From an optimization exercise on the open Yosys and OpenROAD flow, aimed at small area; shortcuts taken in it are not production practice. In this exercise RTL edits were held to simulation tests only and were not proved equivalent to the original. Power is estimated from default activity; no workload was simulated.

==> flow/design.v <==
module vesc_can_codec (
    input  wire        clk,
    input  wire        rst,
    input  wire        req_valid,
    output wire        req_ready,
    input  wire [1:0]  req_op,           
    input  wire [15:0] req_node,         
    input  wire [15:0] req_type_id,      
    input  wire [31:0] req_identifier,
    input  wire [7:0]  req_kind,
    input  wire [63:0] req_param,        
    input  wire [63:0] req_vel,          
    input  wire        req_vel_present,
    input  wire        req_store,
    input  wire [3:0]  req_len,
    input  wire [63:0] req_payload,      
    output wire        rsp_valid,
    input  wire        rsp_ready,
    output wire [3:0]  rsp_code,
    output wire [28:0] rsp_identifier,
    output wire [7:0]  rsp_node,
    output wire [7:0]  rsp_type_id,
    output wire [3:0]  rsp_len,
    output wire [63:0] rsp_payload,      
    output wire [31:0] rsp_field0,
    output wire [31:0] rsp_field1,
    output wire [31:0] rsp_field2,
    output wire [31:0] rsp_field3,
    output wire [16:0] rsp_info
);
    localparam [3:0] C_IDENT  = 4'd0, C_FIELDS = 4'd1, C_FRAME = 4'd2,
                     C_RECORD = 4'd3, C_NOREC  = 4'd4, C_RANGE = 4'd8,
                     C_FORMAT = 4'd9, C_VALUE  = 4'd10, C_ILLEGAL = 4'd11;
    localparam [2:0] P_IDLE = 3'd0, P_MUL = 3'd1, P_MACC = 3'd2, P_SHF = 3'd3,
                     P_FIN  = 3'd4, P_VACC = 3'd5;
    reg        rv;           
    reg [2:0]  ph;           
    reg        pre;          
    reg [63:0] D;            
    reg [15:0] A;            
    reg [3:0]  code;
    reg        X;            
    reg        l5, l8;       
    reg [4:0]  cnt;          
    reg        flag;         
    reg        g;            
    reg        sgn;          
    reg        imode;        
    reg        vovf;         
    wire [7:0] kind = req_kind;
    wire k1  = (kind == 8'd1);
    wire k3  = (kind == 8'd3);
    wire k4  = (kind == 8'd4);
    wire k68 = (kind == 8'd68);
    wire k72 = (kind == 8'd72);
    wire ki  = k1 | k3 | k4;
    wire kf  = (kind == 8'd64) | (kind == 8'd65) | (kind == 8'd66) | k68 |
               (kind == 8'd69) | (kind == 8'd70) | (kind == 8'd71) | k72;
    wire node_ok = (req_node[15:8] == 8'd0);
    wire type_ok = (req_type_id[15:8] == 8'd0);
    wire enc_go  = (req_op == 2'd2) & (ki | kf) & node_ok;
    wire [10:0] pe  = req_param[62:52];
    wire [52:0] sig = {1'b1, req_param[51:0]};
    wire i_ovf  = k4 ? (pe > 11'd1034) : k1 ? (pe > 11'd1044) : (pe > 11'd1054);
    wire i_zero = k4 ? (pe < 11'd1003) : k1 ? (pe < 11'd1013) : (pe < 11'd1023);
    wire [4:0] i_k = (k4 ? 5'd10 : k1 ? 5'd20 : 5'd30) - pe[4:0];
    wire mul_need = (k1 | k4) & ~i_ovf & ~i_zero;
    wire vel_pos = ~req_vel[63] && (req_vel[62:0] != 63'b0) &&
                   !(req_vel[62:52] == 11'h7FF && req_vel[51:0] != 52'b0);
    wire vel_need = k68 & req_vel_present & vel_pos;
    wire        use_vel = (ph == P_IDLE) & vel_need;
    wire [63:0] fv  = use_vel ? req_vel : req_param;
    wire        fs  = fv[63];
    wire [10:0] fe  = fv[62:52];
    wire [51:0] fm  = fv[51:0];
    reg  [30:0] fl_val;
    reg         fl_g, fl_flag, fl_sgn;
    reg  [4:0]  fl_cnt;
    always @(*) begin
        fl_sgn  = fs;
        fl_g    = fm[28];
        fl_flag = |fm[27:0];
        fl_cnt  = 5'd0;
        if (fe == 11'h7FF) begin
            fl_val  = {8'hFF, (fm != 52'b0), 22'b0};
            fl_g    = 1'b0;
            fl_flag = 1'b0;
            if (fm != 52'b0) fl_sgn = 1'b0;
        end else if (fe >= 11'd1151) begin
            fl_val  = {8'hFE, 23'h7FFFFF};
            fl_g    = 1'b1;
            fl_flag = 1'b1;
        end else if (fe >= 11'd897) begin
            fl_val  = {~fe[7], fe[6:0], fm[51:29]};
        end else if (fe >= 11'd872) begin
            fl_val  = {7'b0, 1'b1, fm[51:29]};
            fl_cnt  = 5'd1 - fe[4:0];
        end else begin
            fl_val  = 31'b0;
            fl_g    = 1'b0;
            fl_flag = 1'b0;
        end
    end
    wire bstep = (ph == P_MUL) & (k4 ? ((cnt == 5'd4) | (cnt == 5'd9) | (cnt >= 5'd11))
                                     : (cnt >= 5'd3));
    wire [53:0] sum = {1'b0, D[63:11]} + (bstep ? {1'b0, sig} : 54'd0);
    wire [31:0] fx   = D[63:32] ^ {32{imode & sgn}};
    wire        famt = imode ? (flag ^ sgn) : (g & (flag | D[32]));
    wire [32:0] r    = {1'b0, fx} + {32'b0, famt};
    wire        fin_ovf = imode ? (sgn ^ (r[32] | r[31])) : (famt & (&r[30:23]));
    reg [3:0] fld;
    always @(*) begin
        case (A[15:8])
            8'd1:    fld = 4'd0;
            8'd3:    fld = 4'd1;
            8'd64:   fld = 4'd3;
            8'd65:   fld = 4'd4;
            8'd66:   fld = 4'd5;
            8'd69:   fld = 4'd6;
            8'd70:   fld = 4'd7;
            8'd71:   fld = 4'd8;
            default: fld = 4'd2;         
        endcase
        if (!fin_ovf) fld = 4'd6;        
    end
    reg [3:0]  im_code;
    reg [15:0] im_A;
    reg        im_X;
    reg [3:0]  need;
    reg        known;
    always @(*) begin
        im_code = C_FIELDS;
        im_A    = req_identifier[15:0];
        im_X    = 1'b0;
        need    = 4'd8;
        known   = 1'b1;
        case (req_identifier[15:8])
            8'd9, 8'd14, 8'd15, 8'd16, 8'd28: need = 4'd8;
            8'd27:   need = 4'd6;
            default: known = 1'b0;
        endcase
        case (req_op)
        2'd0: begin
            if (!node_ok) begin
                im_code = C_RANGE; im_A = req_node;
            end else if (!type_ok) begin
                im_code = C_RANGE; im_A = req_type_id; im_X = 1'b1;
            end else begin
                im_code = C_IDENT; im_A = {req_type_id[7:0], req_node[7:0]};
            end
        end
        2'd1: ;
        2'd2: begin
            if (!(ki | kf)) begin
                im_code = C_ILLEGAL; im_A = {8'b0, kind};
            end else begin
                im_code = C_RANGE; im_A = req_node;
            end
        end
        default: begin
            if (!known)
                im_code = C_NOREC;
            else if (req_len < need) begin
                im_code = C_FORMAT; im_A = {req_identifier[15:8], req_len, need};
            end else
                im_code = C_RECORD;
        end
        endcase
    end
    assign req_ready = ~rv & ((ph == P_IDLE) ? ~(enc_go & (mul_need | vel_need))
                                             : ((ph == P_MACC) | (ph == P_VACC)));
    always @(posedge clk) begin
        if (rst) begin
            rv  <= 1'b0;
            ph  <= P_IDLE;
            pre <= 1'b0;
        end else begin
            if (rv && rsp_ready) rv <= 1'b0;
            case (ph)
            P_IDLE: if (req_valid && !rv) begin
                if (enc_go) begin
                    A     <= {kind, req_node[7:0]};
                    code  <= C_FRAME;
                    X     <= 1'b0;
                    l5    <= k72;
                    l8    <= 1'b0;
                    vovf  <= 1'b0;
                    if (ki) begin
                        imode    <= 1'b1;
                        sgn      <= req_param[63];
                        D[63:11] <= sig;
                        D[10]    <= 1'b0;
                        flag     <= 1'b0;
                        cnt      <= i_k;
                        ph       <= (i_k != 5'd0) ? P_SHF : P_FIN;
                        pre      <= 1'b0;
                        if (i_ovf) begin
                            D[63:32] <= 32'hFFFFFFFF;
                            flag     <= 1'b1;
                            cnt      <= 5'd0;
                            ph       <= P_FIN;
                        end else if (i_zero) begin
                            D[63:32] <= 32'd0;
                            cnt      <= 5'd0;
                            ph       <= P_FIN;
                        end else if (mul_need) begin
                            cnt      <= 5'd1;
                            ph       <= P_MUL;
                            pre      <= 1'b1;
                        end
                    end else begin
                        imode    <= 1'b0;
                        D[63:32] <= {1'b0, fl_val};
                        D[31:24] <= {7'b0, req_store};
                        g        <= fl_g;
                        flag     <= fl_flag;
                        sgn      <= fl_sgn;
                        cnt      <= fl_cnt;
                        pre      <= vel_need;
                        ph       <= (fl_cnt != 5'd0) ? P_SHF : P_FIN;
                    end
                end else begin
                    code <= im_code;
                    A    <= im_A;
                    X    <= im_X;
                    D    <= req_payload;
                    l5   <= 1'b0;
                    l8   <= 1'b0;
                    rv   <= 1'b1;
                end
            end
            P_MUL: begin
                D   <= {sum, D[10:1]};
                cnt <= cnt + 5'd1;
                if (cnt == (k4 ? 5'd14 : 5'd7)) ph <= P_MACC;
                if (!req_valid) ph <= P_IDLE;
            end
            P_MACC: begin
                flag <= (&D[31:10]) & (D[63] | D[9]);
                cnt  <= i_k;
                pre  <= 1'b0;
                ph   <= (i_k != 5'd0) ? P_SHF : P_FIN;
                if (!req_valid) ph <= P_IDLE;
            end
            P_SHF: begin
                D[63:32] <= sum[53:22];
                g        <= D[32];
                flag     <= imode ? (flag & D[32]) : (flag | g);
                cnt      <= cnt - 5'd1;
                if (cnt == 5'd1) ph <= P_FIN;
                if (pre && !req_valid) ph <= P_IDLE;
            end
            P_FIN: begin
                D[63:32] <= imode ? r[31:0] : {sgn, r[30:0]};
                if (pre) begin
                    vovf <= fin_ovf;
                    ph   <= P_VACC;
                    if (!req_valid) ph <= P_IDLE;
                end else begin
                    ph <= P_IDLE;
                    rv <= 1'b1;
                    if (fin_ovf || vovf) begin
                        code <= C_VALUE;
                        A    <= {12'b0, fld};
                    end
                end
            end
            P_VACC: begin
                D[31:0]  <= D[63:32];
                D[63:32] <= {1'b0, fl_val};
                g        <= fl_g;
                flag     <= fl_flag;
                sgn      <= fl_sgn;
                cnt      <= fl_cnt;
                l8       <= 1'b1;
                pre      <= 1'b0;
                ph       <= (fl_cnt != 5'd0) ? P_SHF : P_FIN;
                if (!req_valid) ph <= P_IDLE;
            end
            default: ph <= P_IDLE;
            endcase
        end
    end
    wire is_frame = (code == C_FRAME);
    wire is_id    = (code == C_IDENT) | is_frame;
    wire is_nt    = (code == C_FIELDS) | (code == C_RECORD) | (code == C_NOREC);
    wire is_rec   = (code == C_RECORD);
    wire [7:0] ty = A[15:8];
    wire c9  = is_rec & (ty == 8'd9);
    wire c14 = is_rec & ((ty == 8'd14) | (ty == 8'd15));
    wire c16 = is_rec & ((ty == 8'd16) | (ty == 8'd28));
    wire c27 = is_rec & (ty == 8'd27);
    wire c32 = c9 | c14 | c27;
    assign rsp_valid      = rv;
    assign rsp_code       = code;
    assign rsp_identifier = {13'b0, A & {16{is_id}}};
    assign rsp_node       = A[7:0]  & {8{is_nt}};
    assign rsp_type_id    = A[15:8] & {8{is_nt}};
    assign rsp_len        = is_frame ? (l8 ? 4'd8 : l5 ? 4'd5 : 4'd4) : 4'd0;
    assign rsp_payload    = {D[63:32] & {32{is_frame}},
                             D[31:24] & {8{is_frame & (l5 | l8)}},
                             D[23:0]  & {24{is_frame & l8}}};
    assign rsp_info       = {X, A & {16{code[3]}}};
    assign rsp_field0 = ({32{c32}} & D[63:32]) |
                        ({32{c16}} & {{16{D[63]}}, D[63:48]});
    assign rsp_field1 = ({32{c14}} & D[31:0]) |
                        ({32{c9 | c27}} & {{16{D[31]}}, D[31:16]}) |
                        ({32{c16}} & {{16{D[47]}}, D[47:32]});
    assign rsp_field2 = ({32{c9}} & {{16{D[15]}}, D[15:0]}) |
                        ({32{c16}} & {{16{D[31]}}, D[31:16]});
    assign rsp_field3 = ({32{c16}} & {{16{D[15]}}, D[15:0]});
endmodule
Settings: LEC_CHECK=0, ABC_AREA=1, CAP_MARGIN=20, CORE_MARGIN=2, CORE_UTILIZATION=40, SLEW_MARGIN=20; clock period 25.0 ns.
standard.sh (not shown) runs the stock make flow with config.mk's settings and CLKGATE_MAP_FILE= SYNTH_SCRIPT=/design/flow/synth_recipe.tcl, a recipe that flattens the netlist after the stock synthesis.
==> flow/flow/run.sh <==
#!/bin/bash
# Standard layout, except that the port buffers are the platform's smallest
# buffer (sky130_fd_sc_hd__buf_1) instead of the one buffer_ports picks.
set -euo pipefail
export BUFFER_PORTS_ARGS="-buffer_cell sky130_fd_sc_hd__buf_1"
bash standard.sh > standard.log 2>&1
Change:
--- a/flow/design.v
+++ b/flow/design.v
@@ -100,11 +100,40 @@
             fl_g    = 1'b0;
             fl_flag = 1'b0;
         end
     end
-    wire bstep = (ph == P_MUL) & (k4 ? ((cnt == 5'd4) | (cnt == 5'd9) | (cnt >= 5'd11))
-                                     : (cnt >= 5'd3));
-    wire [53:0] sum = {1'b0, D[63:11]} + (bstep ? {1'b0, sig} : 54'd0);
+    wire bstep = (ph == P_MUL) & (A[10] ? ((cnt == 5'd4) | (cnt == 5'd9) | (cnt >= 5'd11))
+                                        : (cnt >= 5'd3));
+    localparam integer ADD_LO = 44;
+    wire [52:0] add_a = D[63:11];
+    wire [52:0] add_b = sig & {53{bstep}};
+    wire [53:0] add_c;
+    wire [53:0] sum0;
+    wire [53:ADD_LO] inc_p;
+    wire [53:0] sum;
+    assign add_c[0] = 1'b0;
+    assign add_c[ADD_LO] = 1'b0;
+    genvar gi;
+    generate
+        for (gi = 0; gi < 53; gi = gi + 1) begin : g_add
+            assign sum0[gi] = add_a[gi] ^ add_b[gi] ^ add_c[gi];
+            if (gi + 1 != ADD_LO)
+                assign add_c[gi+1] = (add_a[gi] & add_b[gi]) | (add_a[gi] & add_c[gi]) |
+                                     (add_b[gi] & add_c[gi]);
+        end
+        for (gi = ADD_LO; gi < 54; gi = gi + 1) begin : g_inc
+            if (gi == ADD_LO) begin : g_first
+                assign inc_p[gi] = 1'b1;
+            end else begin : g_next
+                assign inc_p[gi] = inc_p[gi-1] & sum0[gi-1];
+            end
+            assign sum[gi] = sum0[gi] ^ (cl & inc_p[gi]);
+        end
+    endgenerate
+    wire cl = (add_a[ADD_LO-1] & add_b[ADD_LO-1]) | (add_a[ADD_LO-1] & add_c[ADD_LO-1]) |
+              (add_b[ADD_LO-1] & add_c[ADD_LO-1]);
+    assign sum0[53] = add_c[53];
+    assign sum[ADD_LO-1:0] = sum0[ADD_LO-1:0];
     wire [31:0] fx   = D[63:32] ^ {32{imode & sgn}};
     wire        famt = imode ? (flag ^ sgn) : (g & (flag | D[32]));
     wire [32:0] r    = {1'b0, fx} + {32'b0, famt};
     wire        fin_ovf = imode ? (sgn ^ (r[32] | r[31])) : (famt & (&r[30:23]));
- The new run passed the timing, DRC and antenna checks
- total power falls by 1.7%
- final cell count falls by 16%
- global-route usage decreases by 1.5 points
- clock skew increases by 0.0066 ns
- critical path depth goes up by 49

==> re-timing with driven ports <==
In the flow no input, the clock included, has a driving cell. The finished layouts below were timed again as built, in two steps.
Step 1, drivers: a clkbuf_16 drives clk and a buf_2 each remaining input, both assumed.
Step 2 moves the port delays by t, midway between the first and last clock arrival at a register: inputs arrive t later, outputs are due t later. That takes back most of the time a late clock gives input paths.
Three values: ideal, step 1, step 2; two values: the first two.
run	t, ns	setup slack, ns	worst setup path after step 2
the first run	0.436	10.973 / 10.952 / 10.952	input to output
the second run	0.415	1.416 / 1.448 / 1.033	input to register
After both steps setup and hold are still met in every run listed. The setup slack of the second run, which loses most, moves by +0.032 ns with the drivers and by -0.383 ns with both steps.
